This is an optimization exercise on Yosys and OpenROAD, whose aim is small area and few clock cycles per item, not a production implementation.
RTL that was checked went through simulation tests only; none was proved equivalent to the original.
No driver is modelled on the clock port, so clock power and skew are understated where the tree is cut down; a real chip needs a root buffer or a tree.
No activity file was given, so power comes from the tool's default toggle rates.

Setup of job 8416:
Design pwlink_rx, start of the top module:
module pwlink_rx (
    input  wire         clk,
    input  wire         rst,           
    input  wire         in_valid,
    input  wire [7:0]   in_data,
    output wire         in_ready,
    output wire         out_valid,
    output wire [3:0]   out_class,
    output wire [15:0]  out_seq,
    output wire [15:0]  out_crc,
    output wire [31:0]  out_code,
    output wire [127:0] out_addr
);
Size: roughly 660 cells after synthesis, roughly 190 flip-flops.
Settings: LEC_CHECK=0, CAP_MARGIN=20, CORE_MARGIN=2, CORE_UTILIZATION=40, SLEW_MARGIN=20; clock period 5.0 ns.
standard.sh (not shown) runs the stock make flow with config.mk's settings and CLKGATE_MAP_FILE= SYNTH_SCRIPT=/design/flow/synth_recipe.tcl, a recipe that flattens the netlist after the stock synthesis.
==> flow/flow/run.sh <==
#!/bin/bash
# Standard layout (the standard.sh, unchanged synthesis) with:
#  - the smallest buffer on every port,
#  - combinational cells brought back to their smallest size after floorplan
#    (placement and timing repair size up where needed),
#  - one tie cell for all constant outputs,
#  - a clock tree of clkbuf_8 without dummy loads.
set -e
export BUFFER_PORTS_ARGS="-buffer_cell sky130_fd_sc_hd__buf_1"
export POST_FLOORPLAN_TCL="$PWD/flow/downsize.tcl"
export SKIP_REPAIR_TIE_FANOUT=1
export CTS_ARGS="-sink_clustering_enable -repair_clock_nets -dont_use_dummy_load -buf_list sky130_fd_sc_hd__clkbuf_8"
bash standard.sh > standard.log 2>&1
==> flow/flow/downsize.tcl <==
# Floorplan hook: map every combinational cell that synthesis sized up to the
# smallest cell of the same function; placement and timing repair size up again
# only where the design needs it.
set ds_dont_use [split $::env(DONT_USE_CELLS)]
array set ds_best {}
foreach lc [get_lib_cells */sky130_fd_sc_hd__*] {
  set n [get_name $lc]
  if {[lsearch -exact $ds_dont_use $n] >= 0} { continue }
  if {![regexp {^(sky130_fd_sc_hd__[a-z0-9]+)_([0-9]+)$} $n -> base d]} { continue }
  set a [get_property $lc area]
  if {![info exists ds_best($base)] || $a < [lindex $ds_best($base) 1]} {
    set ds_best($base) [list $n $a]
  }
}
set ds_count 0
set ds_saved 0.0
foreach inst [get_cells *] {
  set m [get_property $inst ref_name]
  if {![regexp {^(sky130_fd_sc_hd__[a-z0-9]+)_([0-9]+)$} $m -> base d]} { continue }
  if {[regexp {^sky130_fd_sc_hd__(s?e?df|dl|tap|conb|fill|decap|clk|diode)} $base]} { continue }
  if {![info exists ds_best($base)]} { continue }
  set target [lindex $ds_best($base) 0]
  if {$target eq $m} { continue }
  set old_area [get_property [get_lib_cells */$m] area]
  replace_cell $inst [lindex [get_lib_cells */$target] 0]
  incr ds_count
  set ds_saved [expr {$ds_saved + $old_area - [lindex $ds_best($base) 1]}]
}
puts "downsize: $ds_count cells replaced, [format %.1f $ds_saved] um2 saved"
Testbench counts of job 8416, summed over its fixed seeds: cycles 12,972, bytes 12,964.
For job 340, these inputs were changed with respect to job 8416:
--- a/flow/flow/downsize.tcl
+++ b/flow/flow/downsize.tcl
@@ -28,2 +28,10 @@
 }
 puts "downsize: $ds_count cells replaced, [format %.1f $ds_saved] um2 saved"
+
+# Then let ABC remap the combinational logic for area (registers are kept as
+# they are); timing repair in placement and CTS restores the slack it needs.
+set rs_dir [file join $::env(OBJECTS_DIR) restructure_work]
+file mkdir $rs_dir
+restructure -target area -liberty_file [lindex $::env(LIB_FILES) 0] \
+  -tielo_port [join $::env(TIELO_CELL_AND_PORT) /] -tiehi_port [join $::env(TIEHI_CELL_AND_PORT) /] \
+  -work_dir $rs_dir -abc_logfile [file join $rs_dir abc.log]
--- outcome ---
Compared with job 8416, job 340 shows wire length reported by the detailed router higher by 160 um.
Diff job 340 and job 8416: area added between synthesis and finish higher in job 8416
Job 340 and job 8416 ended up with roughly the same total track usage.
Looking at fmax across both flows, job 340 is the weaker of the two, with job 8416 ahead.
Changes in job 9822 relative to job 340:
--- a/flow/flow/run.sh
+++ b/flow/flow/run.sh
@@ -5,9 +5,11 @@
 #    (placement and timing repair size up where needed),
 #  - one tie cell for all constant outputs,
-#  - a clock tree of clkbuf_8 without dummy loads.
+#  - a clock tree of clkbuf_8 without dummy loads,
+#  - power recovery (downsizing off-critical cells) after global routing.
 set -e
 export BUFFER_PORTS_ARGS="-buffer_cell sky130_fd_sc_hd__buf_1"
 export POST_FLOORPLAN_TCL="$PWD/flow/downsize.tcl"
 export SKIP_REPAIR_TIE_FANOUT=1
+export RECOVER_POWER=100
 export CTS_ARGS="-sink_clustering_enable -repair_clock_nets -dont_use_dummy_load -buf_list sky130_fd_sc_hd__clkbuf_8"
 bash standard.sh > standard.log 2>&1
--- a/flow/flow/downsize.tcl
+++ b/flow/flow/downsize.tcl
@@ -28,10 +28,2 @@
 }
 puts "downsize: $ds_count cells replaced, [format %.1f $ds_saved] um2 saved"
-
-# Then let ABC remap the combinational logic for area (registers are kept as
-# they are); timing repair in placement and CTS restores the slack it needs.
-set rs_dir [file join $::env(OBJECTS_DIR) restructure_work]
-file mkdir $rs_dir
-restructure -target area -liberty_file [lindex $::env(LIB_FILES) 0] \
-  -tielo_port [join $::env(TIELO_CELL_AND_PORT) /] -tiehi_port [join $::env(TIEHI_CELL_AND_PORT) /] \
-  -work_dir $rs_dir -abc_logfile [file join $rs_dir abc.log]
Findings:
- Job 9822 ended up with a higher clock-pin transition on the worst setup and hold timing paths than job 340 did.
- Job 9822: final area is 180 sq um higher than what job 340 reported.
- In job 9822 the implementation completed, yet the final layout does not meet the checks, the culprit being max-capacitance violations, max-slew violations.
- Job 9822 and job 340 ended up with nearly the same power after layout.
- Post-layout instance count excluding filler cells went down by a few percent going from job 340 to job 9822.
- Comparing number of vias per cell for job 9822 and job 340, the bigger number came from job 340.

* * *

Setup of alpha:
pwlink_rx, a different RTL version from the one above (not shown whole).
Size: ~640 cells after synthesis, about 190 flip-flops, about 210 I/O pins, about 8600 um2 of cells after synthesis.
// pwlink_rx
module pwlink_rx (
    input  wire         clk,
    input  wire         rst,           
    input  wire         in_valid,
    input  wire [7:0]   in_data,
    output wire         in_ready,
    output wire         out_valid,
    output wire [3:0]   out_class,
    output wire [15:0]  out_seq,
    output wire [15:0]  out_crc,
    output wire [31:0]  out_code,
    output wire [127:0] out_addr
);
    localparam [2:0] S_IDLE = 3'd0,    
                     S_P1   = 3'd1,    
                     S_P2   = 3'd2,    
                     S_P3   = 3'd3,    
                     S_BODY = 3'd4,    
                     S_CR   = 3'd5,    
                     S_DONE = 3'd6;    
    localparam [3:0] P_0000 = 4'd0, P_UNR = 4'd12;
    reg [2:0]   state;
    reg [5:0]   blen;                  
    reg [139:0] sr;                    
    reg [15:0]  crc;                   
    reg [15:0]  seq;                   
    reg [3:0]   pc;
    assign in_ready  = 1'b1;
    assign out_valid = state[2] & state[1];    
    wire [7:0] b = in_data;
    function is_word(input [7:0] x);
  ...
Settings: LEC_CHECK=0, CAP_MARGIN=20, CORE_MARGIN=2, CORE_UTILIZATION=40, SLEW_MARGIN=20; clock period 5.0 ns.
==> flow/flow/run.sh <==
#!/bin/bash
# Standard layout (the standard.sh, unchanged synthesis) with:
#  - the smallest buffer on every port,
#  - combinational cells brought back to their smallest size after floorplan
#    (placement and timing repair size up where needed),
#  - ABC area remapping of the logic (OpenROAD restructure) after floorplan,
#  - one tie cell for all constant outputs,
#  - a clock tree of its own (flow/mycts.tcl): one clkbuf_8 root driving twelve
#    clkbuf_8 leaves, each leaf driving one balanced cluster of flip-flops.
set -e
export BUFFER_PORTS_ARGS="-buffer_cell sky130_fd_sc_hd__buf_1"
export POST_FLOORPLAN_TCL="$PWD/flow/downsize.tcl"
export SKIP_REPAIR_TIE_FANOUT=1
export PRE_CTS_TCL="$PWD/flow/mycts.tcl"
export MYCTS_LEAVES=12
export MYCTS_LEAF_CELL=sky130_fd_sc_hd__clkbuf_8
export MYCTS_ROOT_CELL=sky130_fd_sc_hd__clkbuf_8
bash standard.sh > standard.log 2>&1
==> flow/flow/downsize.tcl <==
# Floorplan hook: map every combinational cell that synthesis sized up to the
# smallest cell of the same function; placement and timing repair size up again
# only where the design needs it.
set ds_dont_use [split $::env(DONT_USE_CELLS)]
array set ds_best {}
foreach lc [get_lib_cells */sky130_fd_sc_hd__*] {
  set n [get_name $lc]
  if {[lsearch -exact $ds_dont_use $n] >= 0} { continue }
  if {![regexp {^(sky130_fd_sc_hd__[a-z0-9]+)_([0-9]+)$} $n -> base d]} { continue }
  set a [get_property $lc area]
  if {![info exists ds_best($base)] || $a < [lindex $ds_best($base) 1]} {
    set ds_best($base) [list $n $a]
  }
}
set ds_count 0
set ds_saved 0.0
foreach inst [get_cells *] {
  set m [get_property $inst ref_name]
  if {![regexp {^(sky130_fd_sc_hd__[a-z0-9]+)_([0-9]+)$} $m -> base d]} { continue }
  if {[regexp {^sky130_fd_sc_hd__(s?e?df|dl|tap|conb|fill|decap|clk|diode)} $base]} { continue }
  if {![info exists ds_best($base)]} { continue }
  set target [lindex $ds_best($base) 0]
  if {$target eq $m} { continue }
  set old_area [get_property [get_lib_cells */$m] area]
  replace_cell $inst [lindex [get_lib_cells */$target] 0]
  incr ds_count
  set ds_saved [expr {$ds_saved + $old_area - [lindex $ds_best($base) 1]}]
}
puts "downsize: $ds_count cells replaced, [format %.1f $ds_saved] um2 saved"

# Then let ABC remap the combinational logic for area (registers are kept as
# they are); timing repair in placement and CTS restores the slack it needs.
set rs_dir [file join $::env(OBJECTS_DIR) restructure_work]
file mkdir $rs_dir
# ABC gets a copy of the library without the cells the platform marks don't-use
set rs_lib [file join $rs_dir allowed.lib]
set rs_skip {}
foreach c $ds_dont_use { if {$c ne ""} { dict set rs_skip $c 1 } }
set fin [open [lindex $::env(LIB_FILES) 0] r]
set fout [open $rs_lib w]
set depth 0
set skipping 0
while {[gets $fin line] >= 0} {
  if {!$skipping && [regexp {^\s*cell\s*\(\s*"?([A-Za-z0-9_]+)"?\s*\)} $line -> cname] && [dict exists $rs_skip $cname]} {
    set skipping 1
    set depth 0
  }
  if {$skipping} {
    incr depth [expr {[regexp -all {\{} $line] - [regexp -all {\}} $line]}]
    if {$depth <= 0 && [string first "\}" $line] >= 0} { set skipping 0 }
    continue
  }
  puts $fout $line
}
close $fin
close $fout
restructure -target area -liberty_file $rs_lib \
  -tielo_port [join $::env(TIELO_CELL_AND_PORT) /] -tiehi_port [join $::env(TIEHI_CELL_AND_PORT) /] \
  -work_dir $rs_dir -abc_logfile [file join $rs_dir abc.log]

# restructure gives every constant its own tie cell; drive all constant-0 and
# all constant-1 loads from one tie cell each again
proc merge_ties {} {
  set block [ord::get_db_block]
  foreach port {LO HI} {
    set keep ""
    foreach inst [$block getInsts] {
      if {[[$inst getMaster] getName] ne "sky130_fd_sc_hd__conb_1"} { continue }
      set it [$inst findITerm $port]
      set net [$it getNet]
      if {$net eq "NULL" || $net eq ""} { continue }
      if {$keep eq ""} { set keep $net; continue }
      foreach lit [$net getITerms] {
        if {[$lit getInst] eq $inst} { continue }
        $lit disconnect
        $lit connect $keep
      }
      foreach bt [$net getBTerms] {
        $bt disconnect
        $bt connect $keep
      }
      set other [$inst findITerm [expr {$port eq "LO" ? "HI" : "LO"}]]
      if {[$other getNet] eq "NULL" || [$other getNet] eq ""} {
        odb::dbInst_destroy $inst
        odb::dbNet_destroy $net
      }
    }
  }
}
merge_ties
Other scripts of this flow, unchanged in this note and not shown: flow/flow/abc.history, flow/flow/mycts.tcl
Changes in beta relative to alpha:
--- a/flow/flow/downsize.tcl
+++ b/flow/flow/downsize.tcl
@@ -34,25 +34,3 @@
 file mkdir $rs_dir
-# ABC gets a copy of the library without the cells the platform marks don't-use
-set rs_lib [file join $rs_dir allowed.lib]
-set rs_skip {}
-foreach c $ds_dont_use { if {$c ne ""} { dict set rs_skip $c 1 } }
-set fin [open [lindex $::env(LIB_FILES) 0] r]
-set fout [open $rs_lib w]
-set depth 0
-set skipping 0
-while {[gets $fin line] >= 0} {
-  if {!$skipping && [regexp {^\s*cell\s*\(\s*"?([A-Za-z0-9_]+)"?\s*\)} $line -> cname] && [dict exists $rs_skip $cname]} {
-    set skipping 1
-    set depth 0
-  }
-  if {$skipping} {
-    incr depth [expr {[regexp -all {\{} $line] - [regexp -all {\}} $line]}]
-    if {$depth <= 0 && [string first "\}" $line] >= 0} { set skipping 0 }
-    continue
-  }
-  puts $fout $line
-}
-close $fin
-close $fout
-restructure -target area -liberty_file $rs_lib \
+restructure -target area -liberty_file [lindex $::env(LIB_FILES) 0] \
   -tielo_port [join $::env(TIELO_CELL_AND_PORT) /] -tiehi_port [join $::env(TIEHI_CELL_AND_PORT) /] \
Notes after the runs:
alpha: done, clean on timing, DRC and antenna. beta finished every stage and its layout cleared the timing, design-rule and antenna checks. Share of the cycle needed by the critical path after routing for beta: 1.0 points up relative to alpha. Total number of vias (lower): alpha. Between beta and alpha, the difference in multi-input gate share of the layout cell area is negligible. Looking at sequential portion of the cell area, beta sits 0.16 points lower than alpha does. Taking alpha as the reference, in beta number of global-route vias before repair moved down, post-synthesis to final-layout area growth moved up, total non-filler cell area in the finished layout level, total routed wirelength level. Comparing alpha with beta, the global routing usage summed across all routing layers came out essentially unchanged.
Function was not checked in any run of this note: the RTL went through the layout flow alone. In every run of this note, the design's own scripts or RTL, not TritonCTS, make the clock network.

-- separate check: timing with driven ports --
No port has a modelled driver above. Below, the same layouts with a new extraction and two added sets of constraints. Step 1 assumes that a clkbuf_16 drives the clock port and a buf_2 every other input. Step 2, shift: input delay + t, output delay - t, t = (earliest + latest rising clock arrival at the registers) / 2. This alone moves slack from input paths to output paths. Three values: ideal, step 1, step 2; two values: the first two.
run	shift t [ns]	slack for setup (ns)	worst setup path after step 2
job 8416	0.479	1.185 / 1.146 / 0.882	input to register
job 340	0.470	1.105 / 1.067 / 0.950	input to register
job 9822	0.480	1.167 / 1.127 / 0.915	input to register
alpha	0.482	1.206 / 1.168 / 0.928	input to register
beta	0.489	1.156 / 1.119 / 0.969	input to register
For job 8416, which loses most, drivers alone change the setup slack by -0.039 ns; drivers and shift together by -0.303 ns.
